This is an optimization exercise on Yosys and OpenROAD, whose aim is small area, a short achievable clock period and few clock cycles per item, not a production implementation. At most, simulation tests tie the RTL to the original design; equivalence was not proved. Power is estimated from default activity; no workload was simulated.

== the reference run ==
==> flow/design.v <==
module ptouch_rast (
    input  wire        clk,
    input  wire        rst,         
    input  wire [1:0]  cfg_fmt,     
    input  wire [9:0]  cfg_wd,      
    input  wire [9:0]  cfg_pd,      
    input  wire [9:0]  cfg_tp,      
    input  wire [9:0]  cfg_rm,      
    input  wire        in_valid,
    output wire        in_ready,
    input  wire [31:0] in_pix,      
    output wire        out_valid,
    input  wire        out_ready,
    output wire [7:0]  out_data,
    output wire        out_last
);
    localparam integer DEPTH = 5;           
    localparam integer CAP   = DEPTH + 1;   
    reg fgray, pd_nz;
    always @(posedge clk) begin
        fgray <= (cfg_fmt == 2'd0);
        pd_nz <= (cfg_pd != 10'd0);
    end
    reg        rst_q;
    always @(posedge clk) rst_q <= rst;
    reg        in_ready_r;
    reg  [9:0] A, B;
    reg  [8:0] C;
    reg  [2:0] iph;       
    reg        fb;        
    reg        cs;        
    wire fire = in_valid && in_ready_r;
    wire [10:0] ab   = {1'b0, A} - {1'b0, B} - 11'd2;
    wire row_pre     = !ab[10];
    wire row_band    = !row_pre && (B != 10'd0);
    wire row_last    = !row_pre && ((C == 9'd0 && A == 10'd1) || (C == 9'd1 && A == 10'd0));
    wire row_lb      = row_band && (B == 10'd1);
    wire row_sb      = row_band && (fb || iph == 3'd0);    
    wire       row_postc = !row_pre && !row_band && (C != 9'd0);
    wire [1:0] a_dec     = row_pre ? 2'd2 : {1'b0, !row_postc};
    wire [8:0] c_inc     = row_pre ? 9'd1 : {9{row_postc}};
    wire [9:0] A_n   = row_last ? cfg_wd      : A - {8'd0, a_dec};
    wire [9:0] B_n   = row_last ? cfg_pd      : B - {9'd0, row_band};
    wire [8:0] C_n   = row_last ? 9'd0        : C + c_inc;
    wire [2:0] iph_n = row_last ? cfg_rm[2:0] : iph + {2'd0, row_band};
    wire       fb_n  = row_last || (fb && !row_band);
    always @(posedge clk) begin
        if (rst_q) begin
            A <= cfg_wd; B <= cfg_pd; C <= 9'd0; iph <= cfg_rm[2:0]; fb <= 1'b1;
            cs <= 1'b1;
        end else if (fire) begin
            A <= A_n; B <= B_n; C <= C_n; iph <= iph_n; fb <= fb_n;
            cs <= row_last;
        end
    end
    wire       a_one = (cfg_fmt != 2'd2);
    wire       a_lo  = !in_pix[7];
    wire [6:0] a6_in = a_one ? 7'h7f : (a_lo ? 7'd0 : in_pix[6:0]);
    reg [23:0] p0;        
    reg [6:0]  a60;       
    reg        v0, lb0;
    always @(posedge clk) begin
        p0  <= in_pix[31:8];
        a60 <= a6_in;
        v0  <= !rst_q && fire && row_band;
        lb0 <= row_lb;
    end
    wire [9:0] m1 = {3'b001, a60};
    wire [9:0] m2 = {2'b01, a60, 1'b0};
    wire [8:0] t30 = {2'd0, a60} + {1'd0, a60, 1'b0};     
    wire [9:0] m3 = {1'b0, t30} + 10'd384;
    function [9:0] msel(input [1:0] d);
        msel = (d == 2'd0) ? 10'd0 : (d == 2'd1) ? m1 : (d == 2'd2) ? m2 : m3;
    endfunction
    function [15:0] mul(input [7:0] c);
        mul = {6'd0, msel(c[1:0])} + {4'd0, msel(c[3:2]), 2'd0}
            + {2'd0, msel(c[5:4]), 4'd0} + {msel(c[7:6]), 6'd0};
    endfunction
    wire [15:0] xr = mul(p0[23:16]);
    wire [15:0] xg = mul(p0[15:8]);
    wire [15:0] xb = mul(p0[7:0]);
    wire [8:0] er  = {1'b0, xr[15:8]} + {1'b0, xr[7:0]} + 9'd1;
    wire [8:0] eg  = {1'b0, xg[15:8]} + {1'b0, xg[7:0]} + 9'd1;
    wire [8:0] eb  = {1'b0, xb[15:8]} + {1'b0, xb[7:0]} + 9'd1;
    reg  [7:0] hr1, hg1, hb1;
    reg  [2:0] e1;
    reg  [6:0] a61;
    reg        gb1, v1, lb1;
    always @(posedge clk) begin
        hr1 <= xr[15:8];
        hg1 <= xg[15:8];
        hb1 <= xb[15:8];
        e1  <= {er[8], eg[8], eb[8]};
        a61 <= a60;
        gb1 <= (p0[23:16] < 8'd127);
        v1  <= !rst_q && v0;
        lb1 <= lb0;
    end
    wire [10:0] d  = {3'd0, hr1} + {3'd0, hg1} + {3'd0, hb1}
                   + {10'd0, e1[2]} + {10'd0, e1[1]} + {10'd0, e1[0]}
                   - {4'd0, a61} - {3'd0, a61, 1'b0};
    wire       pbit = fgray ? gb1 : d[10];
    reg  [2:0] ph;        
    reg  [7:0] sh;
    reg        pushq, pushl;    
    wire       push;
    wire [7:0] bitv = {7'd0, pbit} << (3'd7 - ph);
    always @(posedge clk) begin
        if (rst_q) begin
            ph    <= cfg_rm[2:0];
            sh    <= 8'd0;
            pushq <= 1'b0;
            pushl <= 1'b0;
        end else begin
            if (push) pushq <= 1'b0;
            if (v1) begin
                sh    <= pushq ? bitv : (sh | bitv);
                pushq <= (ph == 3'd7) || lb1;
                pushl <= lb1;
                ph    <= lb1 ? cfg_rm[2:0] : ph + 3'd1;
            end else if (push) begin
                sh <= 8'd0;
            end
        end
    end
    reg [8:0] fm [0:DEPTH-1];
    reg [2:0] wp, rp;
    reg [2:0] fcnt;
    wire      fne  = (fcnt != 3'd0);
    assign    push = pushq && (fcnt != DEPTH);
    wire [8:0] head = fm[rp];
    always @(posedge clk) begin
        if (push) fm[wp] <= {pushl, sh};
    end
    reg       ov, ol;     
    reg       sv, sl;     
    reg [7:0] sb;
    reg [7:0] ob;
    reg [6:0] L, T;       
    reg       bdone;      
    reg [1:0] pend;       
    reg [2:0] nb;         
    assign out_valid = ov;
    assign out_data  = ob;
    assign out_last  = ol;
    assign in_ready  = in_ready_r;
    wire l_nz      = (L != 7'd0);
    wire t_one     = (T == 7'd1);
    wire emit_zero = l_nz || !pd_nz || bdone;
    wire go0       = (pend != 2'd0) && (emit_zero || fne);    
    wire ld        = !sv;                                      
    wire go        = go0 && ld;
    wire hold      = ov && !out_ready;                         
    wire [7:0] nbyte = emit_zero ? 8'd0 : head[7:0];
    wire pop       = go && !emit_zero;
    wire line_end  = go && (T == 7'd1);
    wire pop1  = go0 && !emit_zero;              
    wire lend1 = go0 && (T == 7'd1);             
    wire [2:0] fcnt_0 = fcnt + {2'd0, push};
    wire [2:0] fcnt_1 = fcnt + {2'd0, push} - {2'd0, pop1};
    wire [1:0] pend_00 = pend;
    wire [1:0] pend_01 = pend - {1'b0, lend1};
    wire [1:0] pend_10 = pend + {1'b0, cs};
    wire [1:0] pend_11 = pend + {1'b0, cs} - {1'b0, lend1};
    wire [2:0] nb_00 = nb;
    wire [2:0] nb_01 = nb - {2'd0, pop1};
    wire [2:0] nb_10 = nb + {2'd0, row_sb};
    wire [2:0] nb_11 = nb + {2'd0, row_sb} - {2'd0, pop1};
    wire [2:0] nb_n   = fire ? (ld ? nb_11 : nb_10) : (ld ? nb_01 : nb_00);
    wire [1:0] pend_n = fire ? (ld ? pend_11 : pend_10) : (ld ? pend_01 : pend_00);
    wire       cs_n   = fire ? row_last : cs;
    wire ir_n = (nb_n != CAP) && !(cs_n && pend_n == 2'd2);
    always @(posedge clk) begin
        if (rst_q) begin
 L     <= cfg_rm[9:3];
            T     <= cfg_tp[9:3];
            bdone <= 1'b0;
            pend  <= 2'd0;
            nb    <= 3'd0;
            wp    <= 3'd0;
            rp    <= 3'd0;
            fcnt  <= 3'd0;
        end else begin
            if (go) begin
                L     <= t_one ? cfg_rm[9:3] : L - {6'd0, l_nz};
                T     <= t_one ? cfg_tp[9:3] : T - 7'd1;
                bdone <= !t_one && (bdone || (!emit_zero && head[8]));
            end
            if (push) wp <= (wp == DEPTH - 1) ? 3'd0 : wp + 3'd1;
            if (pop)   rp <= (rp == DEPTH - 1) ? 3'd0 : rp + 3'd1;
            fcnt <= ld ? fcnt_1 : fcnt_0;
            pend <= pend_n;
            nb   <= nb_n;
        end
    end
    always @(posedge clk) begin
        if (rst || rst_q) begin
            ov         <= 1'b0;
            sv         <= 1'b0;
            in_ready_r <= !rst;
        end else begin
            ov         <= hold || sv || go;
            sv         <= sv ? hold : (go && hold);
            in_ready_r <= ir_n;
        end
        if (!hold) begin
            ob <= sv ? sb : nbyte;
            ol <= sv ? sl : t_one;
        end
        if (!sv) begin
            sb <= nbyte;
            sl <= t_one;
        end
    end
endmodule
Settings: LEC_CHECK=0, CAP_MARGIN=20, CORE_MARGIN=2, CORE_UTILIZATION=40, SLEW_MARGIN=60; clock period 28.0 ns.
standard.sh (not shown) runs the stock make flow with config.mk's settings and CLKGATE_MAP_FILE= SYNTH_SCRIPT=/design/flow/synth_recipe.tcl, a recipe that flattens the netlist after the stock synthesis.
==> flow/flow/run.sh <==
#!/bin/bash
# The standard layout (bash standard.sh, standard synthesis unchanged) with
# two placement/CTS choices passed through ORFS's own variables:
#  - port buffers: plain buf_2 cells instead of the delay cells that
#    buffer_ports picks by default;
#  - clock tree: larger sink clusters and no dummy loads.
# make's full output goes to standard.log; ORFS's per-step logs stay under orfs/logs.
set -euo pipefail
export BUFFER_PORTS_ARGS="-buffer_cell sky130_fd_sc_hd__buf_2"
export CTS_ARGS="-sink_clustering_enable -repair_clock_nets -dont_use_dummy_load -sink_clustering_size 14 -sink_clustering_max_diameter 100 -buf_list sky130_fd_sc_hd__clkbuf_8"
bash standard.sh > standard.log 2>&1
Testbench counts of the reference run, summed over its fixed seeds: cycles 306,604, items 303,778.
Input-level comparison between the trial run and the reference run:
-- flow/design.v --
<<< the reference run, line 133
        if (push) fm[wp] <= {pushl, sh};
    end
    reg       ov, ol;     
    reg       sv, sl;     
    reg [7:0] sb;
    reg [7:0] ob;
    reg [6:0] L, T;       
>>> the trial run, line 133
        if (push) fm[wp] <= {pushl, sh};
    end
    reg       ov, ol;
    reg [7:0] ob;
    reg [6:0] L, T;       
<<< the reference run, line 149
    wire emit_zero = l_nz || !pd_nz || bdone;
    wire go0       = (pend != 2'd0) && (emit_zero || fne);    
    wire ld        = !sv;                                      
    wire go        = go0 && ld;
    wire hold      = ov && !out_ready;                         
    wire [7:0] nbyte = emit_zero ? 8'd0 : head[7:0];
    wire pop       = go && !emit_zero;
    wire line_end  = go && (T == 7'd1);
>>> the trial run, line 147
    wire emit_zero = l_nz || !pd_nz || bdone;
    wire go0       = (pend != 2'd0) && (emit_zero || fne);    
    wire ld        = !ov || out_ready;                         
    wire go        = go0 && ld;
    wire pop       = go && !emit_zero;
    wire line_end  = go && (T == 7'd1);
<<< the reference run, line 195
    end
    always @(posedge clk) begin
        if (rst || rst_q) begin
            ov         <= 1'b0;
            sv         <= 1'b0;
            in_ready_r <= !rst;
        end else begin
            ov         <= hold || sv || go;
            sv         <= sv ? hold : (go && hold);
            in_ready_r <= ir_n;
        end
        if (!hold) begin
            ob <= sv ? sb : nbyte;
            ol <= sv ? sl : t_one;
        end
        if (!sv) begin
            sb <= nbyte;
            sl <= t_one;
        end
    end
>>> the trial run, line 191
    end
    always @(posedge clk) begin
        if (ld) begin
            ob <= emit_zero ? 8'd0 : head[7:0];
            ol <= t_one;
        end
        if (rst || rst_q) begin
            ov         <= 1'b0;
            in_ready_r <= !rst;
        end else begin
            if (ov && out_ready) ov <= 1'b0;
            if (go) ov <= 1'b1;
            in_ready_r <= ir_n;
        end
    end
Worst-case vdd ir drop (higher): the reference run. Diff the reference run -> the trial run | power in combinational cells | up by a few percent. For the number of diodes, the trial run came in 1 higher than the reference run did. The reference run -> the trial run: final instance count without filler cells flat. [compare] base=the reference run new=the trial run: power went up by 0.68%, design area went down by 140 sq um. The number of nets in the layout on the trial run is in line with that on the reference run. Worst hold slack on the trial run is up relative to the reference run. Of the trial run and the reference run, the higher met3 wirelength from detailed routing belongs to the reference run. Relative to the reference run, share of synthesized cell area in full adder, half adder and majority cells increased by 0.27 points in the trial run.
Testbench counts of the trial run, summed over its fixed seeds: cycles 306,604, items 303,778.

---

== before ==
RTL: the design.v shown in full above, as it stands there.
==> flow/config.mk <==
export PLATFORM = sky130hd
export DESIGN_NAME = ptouch_rast
export DESIGN_NICKNAME = ptouch_rast
export VERILOG_FILES = /design/flow/design.v
export SDC_FILE = /design/flow/constraint.sdc
export NUM_CORES = 4
export LEC_CHECK = 0
export CAP_MARGIN = 20
export CORE_MARGIN = 2
export CORE_UTILIZATION = 40
export SLEW_MARGIN = 60
==> flow/constraint.sdc <==
create_clock -name core_clock -period 28.0 [get_ports {clk}]
set_input_delay 5.6000 -clock core_clock [delete_from_list [all_inputs] [get_ports {clk}]]
set_output_delay 5.6000 -clock core_clock [all_outputs]
set_load 0.01 [all_outputs]
==> flow/flow/run.sh <==
#!/bin/bash
# The standard layout (bash standard.sh, standard synthesis unchanged) with
# two placement/CTS choices passed through ORFS's own variables:
#  - port buffers: plain buf_1 cells instead of the delay cells that
#    buffer_ports picks by default;
#  - clock tree: larger sink clusters and no dummy loads.
# make's full output goes to standard.log; ORFS's per-step logs stay under orfs/logs.
set -euo pipefail
export BUFFER_PORTS_ARGS="-buffer_cell sky130_fd_sc_hd__buf_1"
export CTS_ARGS="-sink_clustering_enable -repair_clock_nets -dont_use_dummy_load -sink_clustering_size 14 -sink_clustering_max_diameter 100 -buf_list sky130_fd_sc_hd__clkbuf_8"
bash standard.sh > standard.log 2>&1
Testbench counts of before, summed over its fixed seeds: cycles 306,604, items 303,778.
The inputs of after differ from those of before as listed below.
--- a/flow/design.v
+++ b/flow/design.v
@@ -15,5 +15,5 @@
     output wire        out_last
 );
-    localparam integer DEPTH = 5;           
+    localparam integer DEPTH = 4;           
     localparam integer CAP   = DEPTH + 1;   
     reg fgray, pd_nz;
@@ -125,5 +125,5 @@
     end
     reg [8:0] fm [0:DEPTH-1];
-    reg [2:0] wp, rp;
+    reg [1:0] wp, rp;
     reg [2:0] fcnt;
     wire      fne  = (fcnt != 3'd0);
@@ -170,5 +170,6 @@
     wire [1:0] pend_n = fire ? (ld ? pend_11 : pend_10) : (ld ? pend_01 : pend_00);
     wire       cs_n   = fire ? row_last : cs;
-    wire ir_n = (nb_n != CAP) && !(cs_n && pend_n == 2'd2);
+    wire       sb_n   = fire ? (iph_n == 3'd0 || fb_n) : (iph == 3'd0 || fb);
+    wire ir_n = !(nb_n == CAP && sb_n) && !(cs_n && pend_n == 2'd2);
     always @(posedge clk) begin
         if (rst_q) begin
@@ -178,6 +179,6 @@
             pend  <= 2'd0;
             nb    <= 3'd0;
-            wp    <= 3'd0;
-            rp    <= 3'd0;
+            wp    <= 2'd0;
+            rp    <= 2'd0;
             fcnt  <= 3'd0;
         end else begin
@@ -187,6 +188,6 @@
                 bdone <= !t_one && (bdone || (!emit_zero && head[8]));
             end
-            if (push) wp <= (wp == DEPTH - 1) ? 3'd0 : wp + 3'd1;
-            if (pop)   rp <= (rp == DEPTH - 1) ? 3'd0 : rp + 3'd1;
+            if (push) wp <= wp + 2'd1;
+            if (pop)  rp <= rp + 2'd1;
             fcnt <= ld ? fcnt_1 : fcnt_0;
             pend <= pend_n;
Results
Having completed the whole flow, after delivered a layout that passed the timing, DRC and antenna checks.
before has a higher number of clock sinks than after.
Register-to-register path setup slack on after is behind before.
[after vs before] power in combinational cells: higher in after
Compared with before, after shows height of the chip that has gone down slightly.
Between after and before, the difference in average vias per placed instance is negligible.
In after, number of vias in the routed layout is lower than in before.
For after, only the layout was checked, not whether the RTL still works.

---

// ptouch_rast: RTL as listed in full above, without the edits since
Settings: LEC_CHECK=0, CAP_MARGIN=20, CORE_MARGIN=2, CORE_UTILIZATION=40, SLEW_MARGIN=20; clock period 28.0 ns.
==> flow/flow/run.sh <==
#!/bin/bash
# The standard layout (bash standard.sh, standard synthesis unchanged) with
# placement/CTS choices passed through ORFS's own variables:
#  - port buffers: plain buf_2 cells instead of the delay cells that
#    buffer_ports picks by default;
#  - before the placement resizer, flow/upsize.tcl gives the drivers of
#    high-fanout nets a stronger cell of the same function;
#  - clock tree: larger sink clusters and no dummy loads.
# make's full output goes to standard.log; ORFS's per-step logs stay under orfs/logs.
set -euo pipefail
export BUFFER_PORTS_ARGS="-buffer_cell sky130_fd_sc_hd__buf_2"
export PRE_RESIZE_TCL="$PWD/flow/upsize.tcl"
export CTS_ARGS="-sink_clustering_enable -repair_clock_nets -dont_use_dummy_load -sink_clustering_size 20 -sink_clustering_max_diameter 120"
bash standard.sh > standard.log 2>&1
==> flow/flow/upsize.tcl <==
# Before the placement resizer: give the drivers of high-fanout nets a
# stronger cell of the same function (nothing else changes), and keep the
# delay cells out of the resizer's buffer choice.
set_dont_use [get_lib_cells {sky130_fd_sc_hd__clkdlybuf4s*}]
set n_up 0
foreach net [get_nets *] {
  set loads [get_pins -quiet -of_objects $net -filter "direction==input"]
  if {[llength $loads] < 6} { continue }
  set drv [get_pins -quiet -of_objects $net -filter "direction==output"]
  if {[llength $drv] != 1} { continue }
  set inst [get_cells -of_objects $drv]
  set master [get_property $inst ref_name]
  if {![regexp {^(sky130_fd_sc_hd__[a-z0-9]+)_(0|1)$} $master -> base sz]} { continue }
  if {[string match "*df*" $base] || [string match "*dl*" $base]} { continue }
  set want [expr {[llength $loads] >= 12 ? 4 : 2}]
  foreach s [list $want 2] {
    set cand [get_lib_cells -quiet ${base}_$s]
    if {[llength $cand] == 1 && ![get_property $cand dont_use]} {
      replace_cell $inst $cand
      incr n_up
      break
    }
  }
}
puts "upsize.tcl: upsized $n_up drivers of high-fanout nets"
Testbench counts at the start, summed over its fixed seeds: cycles 306,604, items 303,778.
Then changed:
--- a/flow/design.v
+++ b/flow/design.v
@@ -132,9 +132,7 @@
     always @(posedge clk) begin
         if (push) fm[wp] <= {pushl, sh};
     end
-    reg       ov, ol;     
-    reg       sv, sl;     
-    reg [7:0] sb;
+    reg       ov, ol;
     reg [7:0] ob;
     reg [6:0] L, T;       
     reg       bdone;      
@@ -148,10 +146,8 @@
     wire t_one     = (T == 7'd1);
     wire emit_zero = l_nz || !pd_nz || bdone;
     wire go0       = (pend != 2'd0) && (emit_zero || fne);    
-    wire ld        = !sv;                                      
+    wire ld        = !ov || out_ready;                         
     wire go        = go0 && ld;
-    wire hold      = ov && !out_ready;                         
-    wire [7:0] nbyte = emit_zero ? 8'd0 : head[7:0];
     wire pop       = go && !emit_zero;
     wire line_end  = go && (T == 7'd1);
     wire pop1  = go0 && !emit_zero;              
@@ -194,22 +190,17 @@
         end
     end
     always @(posedge clk) begin
+        if (ld) begin
+            ob <= emit_zero ? 8'd0 : head[7:0];
+            ol <= t_one;
+        end
         if (rst || rst_q) begin
             ov         <= 1'b0;
-            sv         <= 1'b0;
             in_ready_r <= !rst;
         end else begin
-            ov         <= hold || sv || go;
-            sv         <= sv ? hold : (go && hold);
+            if (ov && out_ready) ov <= 1'b0;
+            if (go) ov <= 1'b1;
             in_ready_r <= ir_n;
         end
-        if (!hold) begin
-            ob <= sv ? sb : nbyte;
-            ol <= sv ? sl : t_one;
-        end
-        if (!sv) begin
-            sb <= nbyte;
-            sl <= t_one;
-        end
     end
 endmodule
Outcome:
- The changed run completed without violations
- global-route usage increases by 0.33 points
- routed wire length increases slightly
- utilization decreases by 0.14 points
- area after synthesis decreases slightly
- clock-buffer cell count stays the same
- sequential power decreases by a few percent
- sequential cell count decreases by 10
- die area decreases slightly
- worst hold slack got worse by 0.0047 ns
Testbench counts after the change, summed over its fixed seeds: cycles 306,604, items 303,778.

==> port drivers added, routing unchanged <==
The results above use ideal ports. As a check the final layouts listed here were re-extracted and re-timed, cells and wires unchanged.
Step 1 sets driving cells, clkbuf_16 on the clock port and buf_2 on the other inputs (assumed; they add their load-dependent delay and slew).
Step 2 times the ports against the registers' clock, not the clock port: input delays grow and output delays shrink by t, the midpoint of the rising clock arrivals with the driver on.
a / b / c = ideal / step 1 / step 2; a / b = the first two.
run	shift t [ns]	slack for setup (ns)	slew at the worst register clock pin (ns)
the reference run	0.575	21.191 / 21.145 / 20.889	0.10 / 0.10
the trial run	0.565	21.093 / 21.117 / 20.552	0.11 / 0.11
before	0.581	21.200 / 21.152 / 20.830	0.10 / 0.10
after	0.579	21.177 / 21.167 / 20.596	0.10 / 0.10
the first run of note 3	0.530	21.199 / 21.143 / 21.007	0.09 / 0.09
the second run of note 3	0.528	21.042 / 21.070 / 20.541	0.09 / 0.09
After both steps every run listed still meets setup and hold. For after, which loses most, drivers alone change the setup slack by -0.010 ns; drivers and shift together by -0.581 ns.
